From an optimization exercise on the open Yosys and OpenROAD flow, aimed at small area, a short achievable clock period and few clock cycles per item; shortcuts taken in it are not production practice. In this exercise RTL edits were held to simulation tests only and were not proved equivalent to the original.

// wrs_fmd
module wrs_fmd (
    input  wire               clk,
    input  wire               rst,         
    input  wire               cfg_valid,
    input  wire        [15:0] cfg_gain,    
    input  wire               in_valid,
    output wire               in_ready,
    input  wire signed [15:0] in_i,
    input  wire signed [15:0] in_q,
    output wire               out_valid,
    input  wire               out_ready,
    output wire signed [15:0] out_y        
);
==> flow/config.mk <==
export PLATFORM = sky130hd
export DESIGN_NAME = wrs_fmd
export DESIGN_NICKNAME = wrs_fmd
export VERILOG_FILES = /design/flow/design.v
export SDC_FILE = /design/flow/constraint.sdc
export NUM_CORES = 4
export LEC_CHECK = 0
export CAP_MARGIN = 20
export CORE_MARGIN = 2
export CORE_UTILIZATION = 55
export CTS_CLUSTER_DIAMETER = 100
export CTS_CLUSTER_SIZE = 22
export PLACE_DENSITY = 0.7
export SLEW_MARGIN = 20
==> flow/constraint.sdc <==
create_clock -name core_clock -period 11.0 [get_ports {clk}]
set_input_delay 2.2000 -clock core_clock [delete_from_list [all_inputs] [get_ports {clk}]]
set_output_delay 2.2000 -clock core_clock [all_outputs]
set_load 0.01 [all_outputs]
standard.sh (not shown) runs the stock make flow with config.mk's settings and CLKGATE_MAP_FILE= SYNTH_SCRIPT=/design/flow/synth_recipe.tcl, a recipe that flattens the netlist after the stock synthesis.
==> flow/flow/run.sh <==
#!/bin/bash
# The standard layout (standard synthesis unchanged), with setup repair
# aiming further below the clock period.  make's output goes to
# standard.log; each ORFS step keeps its own log under orfs/logs/.
bash standard.sh SETUP_SLACK_MARGIN=7.0 finish > standard.log 2>&1
Testbench counts at the start, summed over its fixed seeds: cycles 4,264, items 4,096.
Rerun with:
--- a/flow/flow/run.sh
+++ b/flow/flow/run.sh
@@ -4,2 +4,2 @@
 # standard.log; each ORFS step keeps its own log under orfs/logs/.
-bash standard.sh SETUP_SLACK_MARGIN=7.0 finish > standard.log 2>&1
+bash standard.sh SETUP_SLACK_MARGIN=6.75 finish > standard.log 2>&1
CORE_UTILIZATION = 65   (was 55)
PLACE_DENSITY = 0.8   (was 0.7)
Effect:
- core utilization rises by 9.0 points
- final cell count decreases by 4.4%
- final area drops by 2.6%
Rerun with:
CORE_UTILIZATION = 40   (was 65)
PLACE_DENSITY = 0.6   (was 0.8)
Effect: Cell count increases by about 12%; critical path depth went down by 4; core utilization goes down by 26 points; setup slack gets worse by 41 ps; via count is lower by 3.6%; area after synthesis stays the same; clock-buffer cell count climbs by 5; synthesized cell count stays the same.
Rerun with:
CORE_UTILIZATION = 60   (was 40)
PLACE_DENSITY = 0.72   (was 0.6)
The changed run produced a clean layout; final cell count shrinks by about 9%; critical path depth shrinks by 1; die area shrinks by about 33%; register-to-register slack is better by 30 ps; hold slack is better by 30 ps.
Rerun with:
--- a/flow/flow/run.sh
+++ b/flow/flow/run.sh
@@ -4,2 +4,2 @@
 # standard.log; each ORFS step keeps its own log under orfs/logs/.
-bash standard.sh SETUP_SLACK_MARGIN=6.75 finish > standard.log 2>&1
+bash standard.sh SETUP_SLACK_MARGIN=6.5 finish > standard.log 2>&1
CORE_UTILIZATION = 55   (was 60)
PLACE_DENSITY = 0.7   (was 0.72)
Outcome: Utilization went down by 6.1 points. Clock skew rose by 11 ps. Routed wire length rises by 2.4%. Flip-flop and latch count stays the same. Hold slack stays flat. Non-clock buffer count is lower by 114. Synthesized area does not change.

* * *

Setup of exp/cedar:
Starting RTL as in the previous note.
==> flow/design.v (excerpt) <==
module wrs_fmd (
    input  wire               clk,
    input  wire               rst,         
    input  wire               cfg_valid,
    input  wire        [15:0] cfg_gain,    
    input  wire               in_valid,
    output wire               in_ready,
    input  wire signed [15:0] in_i,
    input  wire signed [15:0] in_q,
    output wire               out_valid,
    input  wire               out_ready,
    output wire signed [15:0] out_y        
);
Settings: LEC_CHECK=0, CAP_MARGIN=20, CORE_MARGIN=2, CORE_UTILIZATION=55, CTS_CLUSTER_DIAMETER=100, CTS_CLUSTER_SIZE=22, GPL_TIMING_DRIVEN=1, PLACE_DENSITY=0.7, SLEW_MARGIN=20; clock period 11.0 ns.
==> flow/flow/run.sh <==
#!/bin/bash
# The standard layout (standard synthesis unchanged), with setup repair
# aiming further below the clock period.  make's output goes to
# standard.log; each ORFS step keeps its own log under orfs/logs/.
bash standard.sh SETUP_SLACK_MARGIN=6.75 finish > standard.log 2>&1
Testbench counts of exp/cedar, summed over its fixed seeds: cycles 4,264, items 4,096.
Modified inputs, exp/delta compared to exp/cedar
diff --git a/flow/config.mk b/flow/config.mk
--- a/flow/config.mk
+++ b/flow/config.mk
@@ -11,3 +11,2 @@
-export CTS_CLUSTER_DIAMETER = 100
-export CTS_CLUSTER_SIZE = 22
-export GPL_TIMING_DRIVEN = 1
+export CTS_CLUSTER_DIAMETER = 110
+export CTS_CLUSTER_SIZE = 26
~same count of non-filler cells in the finished layout in exp/delta and exp/cedar. From exp/cedar to exp/delta the numbers moved as follows: post-route cell area neither gained nor lost much; via count held steady; share of cell area taken by flip-flops and latches held. exp/delta ends up with a length of the first detailed-routing pass in iterations that is 1 lower than in exp/cedar.
Input-level comparison between exp/zinc and exp/delta:
diff --git a/flow/config.mk b/flow/config.mk
--- a/flow/config.mk
+++ b/flow/config.mk
@@ -11,2 +11,2 @@
-export CTS_CLUSTER_DIAMETER = 110
-export CTS_CLUSTER_SIZE = 26
+export CTS_CLUSTER_DIAMETER = 100
+export CTS_CLUSTER_SIZE = 22
Findings:
exp/zinc reached the final stage; the timing, design-rule and antenna checks on its layout passed. Number of buffers added on ports came out exactly the same in exp/zinc and exp/delta. | sequential share of layout area | exp/delta vs exp/zinc | ≈ equal |.

* * *

## P
Another version of the RTL of wrs_fmd (not shown whole).
Size in the first run: ~12000 cells after synthesis, roughly 1400 flip-flops, about 71 I/O pins.
Design wrs_fmd, start of the top module:
module wrs_fmd (
    input  wire               clk,
    input  wire               rst,         
    input  wire               cfg_valid,
    input  wire        [15:0] cfg_gain,    
    input  wire               in_valid,
    output wire               in_ready,
    input  wire signed [15:0] in_i,
    input  wire signed [15:0] in_q,
    output wire               out_valid,
    input  wire               out_ready,
    output wire signed [15:0] out_y        
);
    reg        [15:0] gain;
    reg        [8:0] g_one, g_two, g_neg;      
    reg        [15:0] a_i, a_q;                
    reg        [7:0] bi_one, bi_two, bi_neg;   
    reg        [7:0] bq_one, bq_two, bq_neg;   
    reg               ov, sv, rdy;             
    reg        [15:0] oy, sy;                  
    wire en      = ~sv;
    wire in_fire = in_valid & rdy;
    assign in_ready  = rdy;
    assign out_valid = ov;
    assign out_y     = oy;
  ...
clock: 11.0 ns
lec_check: 0
abc_area: 1
cap_margin: 20
core_margin: 2
core_utilization: 40
place_density: 0.6
slew_margin: 20
==> flow/flow/run.sh <==
#!/bin/bash
# The standard layout (standard synthesis unchanged), with setup repair
# aiming further below the clock period.  make's output goes to
# standard.log; each ORFS step keeps its own log under orfs/logs/.
bash standard.sh SETUP_SLACK_MARGIN=6.5 finish > standard.log 2>&1
P ended with every stage complete and zero timing, DRC or antenna violations.
Testbench counts of P, summed over its fixed seeds: cycles 4,264, items 4,096.
What Q does differently from P at the input level:
# P
export LEC_CHECK = 0
export ABC_AREA = 1
export CAP_MARGIN = 20
export CORE_MARGIN = 2
export CORE_UTILIZATION = 40
export PLACE_DENSITY = 0.6
export SLEW_MARGIN = 20
create_clock -name core_clock -period 11.0 [get_ports {clk}]
# Q
export LEC_CHECK = 0
export CAP_MARGIN = 20
export CORE_MARGIN = 2
export CORE_UTILIZATION = 40
export PLACE_DENSITY = 0.6
export SLEW_MARGIN = 20
create_clock -name core_clock -period 11.0 [get_ports {clk}]
==> flow/flow/run.sh <==
#!/bin/bash
# The standard layout (standard synthesis unchanged), with setup repair
# aiming further below the clock period.  make's output goes to
# standard.log; each ORFS step keeps its own log under orfs/logs/.
bash standard.sh SETUP_SLACK_MARGIN=7.0 finish > standard.log 2>&1
## What came out
Worst hold slack came out lower on Q than on P. On share of final-layout standard cells stronger than drive strength 1: between Q and P, it ends up lower for P. Every run in the comparison, Q and P, completed the flow with a clean layout. P reports its endpoint of the worst setup timing path as ib_q1[24] while Q reports rb_q1[19]. Final routed wirelength across all metal layers went down slightly going from P to Q. Comparing Q and P, number of standard cells after synthesis is lower on Q.

static timing again, ports no longer ideal:
Ports are ideal in the flow. The routed layouts listed here were re-timed in OpenROAD.
Step 1 sets driving cells, clkbuf_16 on the clock port and buf_2 on the other inputs (assumed; they add their load-dependent delay and slew).
Step 2 adds t to the input delays and takes it off the output delays; t is the mean of the earliest and latest rising clock arrival at the registers after step 1. Input paths then give back, and output paths get back, about the clock's delay inside the block.
Three values: ideal ports, drivers, drivers and shift; two values: the first two.
| run | t (ns) | setup slack, ns | worst hold slack (ns) | latest minus earliest clock arrival (ns) |
|---|---|---|---|---|
| the first run of note 1 | 0.855 | 6.665 / 6.665 / 6.388 | 0.402 / 0.402 / 0.402 | 0.062 / 0.062 |
| the second run of note 1 | 0.833 | 6.645 / 6.645 / 6.547 | 0.405 / 0.405 / 0.405 | 0.042 / 0.041 |
| the third run of note 1 | 0.926 | 6.604 / 6.604 / 6.366 | 0.374 / 0.374 / 0.374 | 0.096 / 0.096 |
| the fourth run of note 1 | 0.838 | 6.634 / 6.634 / 6.329 | 0.404 / 0.404 / 0.404 | 0.047 / 0.048 |
| the fifth run of note 1 | 0.851 | 6.605 / 6.605 / 6.391 | 0.403 / 0.403 / 0.403 | 0.059 / 0.059 |
| exp/cedar | 0.853 | 6.667 / 6.667 / 6.393 | 0.400 / 0.400 / 0.400 | 0.061 / 0.062 |
| exp/delta | 0.840 | 6.727 / 6.727 / 6.348 | 0.421 / 0.421 / 0.421 | 0.059 / 0.059 |
| exp/zinc | 0.853 | 6.667 / 6.667 / 6.393 | 0.400 / 0.400 / 0.400 | 0.061 / 0.062 |
| P | 0.927 | 6.411 / 6.411 / 6.102 | 0.391 / 0.391 / 0.391 | 0.121 / 0.121 |
| Q | 0.938 | 6.477 / 6.477 / 6.301 | 0.362 / 0.362 / 0.362 | 0.100 / 0.100 |
After both steps every run listed still meets setup and hold. For exp/delta, which loses most, drivers alone change the setup slack by 0.000 ns; drivers and shift together by -0.379 ns.
